Source: an optimization exercise on an open RTL-to-GDS flow (aim: small area, a short achievable clock period and few clock cycles per item). Production flows keep margins and buffers that such runs may drop.
At most, simulation tests tie the RTL to the original design; equivalence was not proved.

==> run P <==
// gf2m_fu
module gf2m_fu (
    input  wire        clk,
    input  wire        rst,         
    input  wire        in_valid,
    output wire        in_ready,
    input  wire [2:0]  in_op,       
    input  wire [2:0]  in_pset,     
    input  wire [31:0] in_a,
    input  wire [31:0] in_b,
    output wire        out_valid,
    input  wire        out_ready,
    output wire [31:0] out_res,
    output wire [2:0]  out_err      
);
==> flow/config.mk <==
export PLATFORM = sky130hd
export DESIGN_NAME = gf2m_fu
export DESIGN_NICKNAME = gf2m_fu
export VERILOG_FILES = /design/flow/design.v
export SDC_FILE = /design/flow/constraint.sdc
export NUM_CORES = 4
export LEC_CHECK = 0
export CAP_MARGIN = 20
export CORE_MARGIN = 2
export CORE_UTILIZATION = 40
export CTS_BUF_LIST = sky130_fd_sc_hd__clkbuf_4 sky130_fd_sc_hd__clkbuf_8
export PLACE_DENSITY = 0.6
export SETUP_SLACK_MARGIN = 3.0
export SLEW_MARGIN = 20
==> flow/constraint.sdc <==
create_clock -name core_clock -period 7.0 [get_ports {clk}]
set_input_delay 1.4000 -clock core_clock [delete_from_list [all_inputs] [get_ports {clk}]]
set_output_delay 1.4000 -clock core_clock [all_outputs]
set_load 0.01 [all_outputs]
standard.sh (not shown) runs the stock make flow with config.mk's settings and CLKGATE_MAP_FILE= SYNTH_SCRIPT=/design/flow/synth_recipe.tcl, a recipe that flattens the netlist after the stock synthesis.
==> flow/flow/run.sh <==
#!/bin/bash
# The standard layout, with two changes:
# - the port buffers are the smallest buffer cell (sky130_fd_sc_hd__buf_1)
#   instead of the delay cell buffer_ports picks by default;
# - the 3-input XOR/XNOR cells are kept out of synthesis and repair (added to
#   the platform's don't-use list), so the GF(2) XOR trees map to 2-input
#   cells, which are smaller and faster here.
set -euo pipefail
export BUFFER_PORTS_ARGS="-buffer_cell sky130_fd_sc_hd__buf_1"
DONT_USE="sky130_fd_sc_hd__probe_p_8 sky130_fd_sc_hd__probec_p_8 sky130_fd_sc_hd__lpflow_bleeder_1 sky130_fd_sc_hd__lpflow_clkbufkapwr_1 sky130_fd_sc_hd__lpflow_clkbufkapwr_16 sky130_fd_sc_hd__lpflow_clkbufkapwr_2 sky130_fd_sc_hd__lpflow_clkbufkapwr_4 sky130_fd_sc_hd__lpflow_clkbufkapwr_8 sky130_fd_sc_hd__lpflow_clkinvkapwr_1 sky130_fd_sc_hd__lpflow_clkinvkapwr_16 sky130_fd_sc_hd__lpflow_clkinvkapwr_2 sky130_fd_sc_hd__lpflow_clkinvkapwr_4 sky130_fd_sc_hd__lpflow_clkinvkapwr_8 sky130_fd_sc_hd__lpflow_decapkapwr_12 sky130_fd_sc_hd__lpflow_decapkapwr_3 sky130_fd_sc_hd__lpflow_decapkapwr_4 sky130_fd_sc_hd__lpflow_decapkapwr_6 sky130_fd_sc_hd__lpflow_decapkapwr_8 sky130_fd_sc_hd__lpflow_inputiso0n_1 sky130_fd_sc_hd__lpflow_inputiso0p_1 sky130_fd_sc_hd__lpflow_inputiso1n_1 sky130_fd_sc_hd__lpflow_inputiso1p_1 sky130_fd_sc_hd__lpflow_inputisolatch_1 sky130_fd_sc_hd__lpflow_isobufsrc_1 sky130_fd_sc_hd__lpflow_isobufsrc_16 sky130_fd_sc_hd__lpflow_isobufsrc_2 sky130_fd_sc_hd__lpflow_isobufsrc_4 sky130_fd_sc_hd__lpflow_isobufsrc_8 sky130_fd_sc_hd__lpflow_isobufsrckapwr_16 sky130_fd_sc_hd__lpflow_lsbuf_lh_hl_isowell_tap_1 sky130_fd_sc_hd__lpflow_lsbuf_lh_hl_isowell_tap_2 sky130_fd_sc_hd__lpflow_lsbuf_lh_hl_isowell_tap_4 sky130_fd_sc_hd__lpflow_lsbuf_lh_isowell_4 sky130_fd_sc_hd__lpflow_lsbuf_lh_isowell_tap_1 sky130_fd_sc_hd__lpflow_lsbuf_lh_isowell_tap_2 sky130_fd_sc_hd__lpflow_lsbuf_lh_isowell_tap_4 sky130_fd_sc_hd__xor3_1 sky130_fd_sc_hd__xor3_2 sky130_fd_sc_hd__xor3_4 sky130_fd_sc_hd__xnor3_1 sky130_fd_sc_hd__xnor3_2 sky130_fd_sc_hd__xnor3_4"
bash standard.sh "DONT_USE_CELLS=$DONT_USE" finish > standard_make.log 2>&1
==> run F (differences from run P) <==
--- a/flow/design.v
+++ b/flow/design.v
@@ -165,22 +165,23 @@
             default:        dec_kind = KD_ERR;
         endcase
         if (dec_cfg) dec_kind = KD_ERR;
     end
     wire [1:0] dec_code = dec_ill ? 2'd1 : dec_cfg ? 2'd2 : dec_dom ? 2'd3 : 2'd0;
     wire [12:0] acc_in = (in_op == OP_DIV) ? in_b[12:0] :
                          (in_op == OP_ADD) ? (in_a[12:0] ^ in_b[12:0]) : in_a[12:0];
-    localparam X_ID = 0, X_S1 = 1, X_S3 = 2, X_SB = 3;    
-    localparam Y_RB = 0, Y_RA = 1, Y_ACC = 2, Y_S1 = 3, Y_ONE = 4;
-    function [9:0] uop;
+    localparam X_ID = 0, X_S1_12 = 1, X_S1_13 = 2, X_S3_12 = 3, X_S5_12 = 4,
+               X_S3_13 = 5, X_S7_13 = 6;
+    localparam Y_RB = 0, Y_RA = 1, Y_ACC = 2, Y_S1_12 = 3, Y_S1_13 = 4, Y_ONE = 5;
+    function [13:0] uop;
         input [2:0] kd;
         input       m;
         input [2:0] st;
-        reg   [3:0] xs;
-        reg   [4:0] ys;
+        reg   [6:0] xs;
+        reg   [5:0] ys;
         reg         l;
         reg   [2:0] xk;    
         reg   [2:0] yk;    
         begin
             xk = 3'd1;
             yk = 3'd4;
             l  = 1'b0;
@@ -207,48 +208,52 @@
                             3'd4:    begin xk = 3'd5; yk = 3'd3; l = (kd == KD_INV); end
                             default: begin xk = 3'd0; yk = 3'd1; l = 1'b1; end
                         endcase
                     end
                 end
                 default: l = 1'b1;
             endcase
-            xs = 4'd0;
+            xs = 7'd0;
             case (xk)
                 3'd0:    xs[X_ID] = 1'b1;
-                3'd1:    xs[X_S1] = 1'b1;
-                3'd3:    xs[X_S3] = 1'b1;
-                default: xs[X_SB] = 1'b1;    
+                3'd1:    xs[m ? X_S1_13 : X_S1_12] = 1'b1;
+                3'd3:    xs[m ? X_S3_13 : X_S3_12] = 1'b1;
+                3'd5:    xs[X_S5_12] = 1'b1;
+                default: xs[X_S7_13] = 1'b1;
             endcase
-            ys = 5'd0;
+            ys = 6'd0;
             case (yk)
                 3'd0:    ys[Y_RB] = 1'b1;
                 3'd1:    ys[Y_RA] = 1'b1;
                 3'd2:    ys[Y_ACC] = 1'b1;
-                3'd3:    ys[Y_S1] = 1'b1;
+                3'd3:    ys[m ? Y_S1_13 : Y_S1_12] = 1'b1;
                 3'd4:    ys[Y_ONE] = 1'b1;
                 default: ys[(kd == KD_DIV) ? Y_RB : Y_RA] = 1'b1;
             endcase
             uop = {l, ys, xs};
         end
     endfunction
-    localparam [9:0] UOP_HOLD = {1'b1, 5'b10000, 4'b0001};
-    reg [3:0] xsel;
-    reg [4:0] ysel;
+    localparam [13:0] UOP_HOLD = {1'b1, 6'b100000, 7'b0000001};
+    reg [6:0] xsel;
+    reg [5:0] ysel;
     reg       last;
-    wire [12:0] s1 = m13 ? sq1_13(acc) : sq1_12(acc);
-    wire [12:0] s3 = m13 ? sq3_13(acc) : sq3_12(acc);
-    wire [12:0] sb = m13 ? sq7_13(acc) : sq5_12(acc);
+    wire [12:0] s1_12 = sq1_12(acc);
+    wire [12:0] s1_13 = sq1_13(acc);
     wire [12:0] mx = ({13{xsel[X_ID]}}    & acc)
-                   | ({13{xsel[X_S1]}}    & s1)
-                   | ({13{xsel[X_S3]}}    & s3)
-                   | ({13{xsel[X_SB]}}    & sb);
+                   | ({13{xsel[X_S1_12]}} & s1_12)
+                   | ({13{xsel[X_S1_13]}} & s1_13)
+                   | ({13{xsel[X_S3_12]}} & sq3_12(acc))
+                   | ({13{xsel[X_S5_12]}} & sq5_12(acc))
+                   | ({13{xsel[X_S3_13]}} & sq3_13(acc))
+                   | ({13{xsel[X_S7_13]}} & sq7_13(acc));
     wire [12:0] my = ({13{ysel[Y_ACC]}}   & acc)
                    | ({13{ysel[Y_RA]}}    & ra)
                    | ({13{ysel[Y_RB]}}    & rb)
-                   | ({13{ysel[Y_S1]}}    & s1)
+                   | ({13{ysel[Y_S1_12]}} & s1_12)
+                   | ({13{ysel[Y_S1_13]}} & s1_13)
                    | {12'd0, ysel[Y_ONE]};
     wire [24:0] p = clmul(mx, my);
     reg  [24:0] r13;
     reg  [22:0] r12;
     integer k;
     always @(*) begin
         r13 = p;
SETUP_SLACK_MARGIN = 2.8   (was 3.0)
==> run summary <==
Outcome: run P finished clean; run F finished clean
Worst slew pin tran: run P 1.05 ns; run F 1.01 ns
Number of signal-net inverters in the final layout: run P 13; run F 17
Fraction of area in registers: run P 20.6%; run F 21.8%
Setup repair after global routing missed its margin: run P true; run F false
Multi-input logic portion of the cell area: run P 66.0%; run F 66.0%
DIE HEIGHT: run P 144 µm; run F 145 µm
Clock latency on the worst-skew pair: run P 0.35 ns; run F 0.36 ns
Diode count: run P 0; run F 1
Core outline area: run P 19300 µm²; run F 19500 µm²
Required time of the worst setup path: run P 7.20 ns; run F 7.21 ns
Final design area excluding fillers: run P 8750 µm²; run F 8630 µm²
Clock distribution area overhead in the final layout: run P 2.57%; run F 2.20%
Post-detailed-route wirelength per cell: run P 19.2 µm; run F 19.4 µm
Clk_skew: run P 0.0120 ns; run F 0.00871 ns
Cell depth of the worst setup path: run P 16; run F 15
Testbench counts of run F, summed over its fixed seeds: cycles 20,141, items 8,000.
Function not checked in run P: the RTL went through the layout flow alone.

what the ideal ports hide:
Ports are ideal in the flow. The routed layouts listed here were re-timed in OpenROAD.
Step 1 assumes that a clkbuf_16 drives the clock port and a buf_2 every other input.
Step 2, shift: input delay + t, output delay - t, t = (earliest + latest rising clock arrival at the registers) / 2. This alone moves slack from input paths to output paths.
Three values: ideal, step 1, step 2; two values: the first two.
| run | t, ns | setup slack, ns | slew at the worst register clock pin (ns) | worst data-port slew with drivers (ns) |
|---|---|---|---|---|
| run P | 0.372 | 3.114 / 3.114 / 3.114 | 0.08 / 0.08 | 0.05 |
| run F | 0.386 | 2.963 / 2.963 / 2.963 | 0.08 / 0.08 | 0.04 |
After both steps every run listed still meets setup and hold.
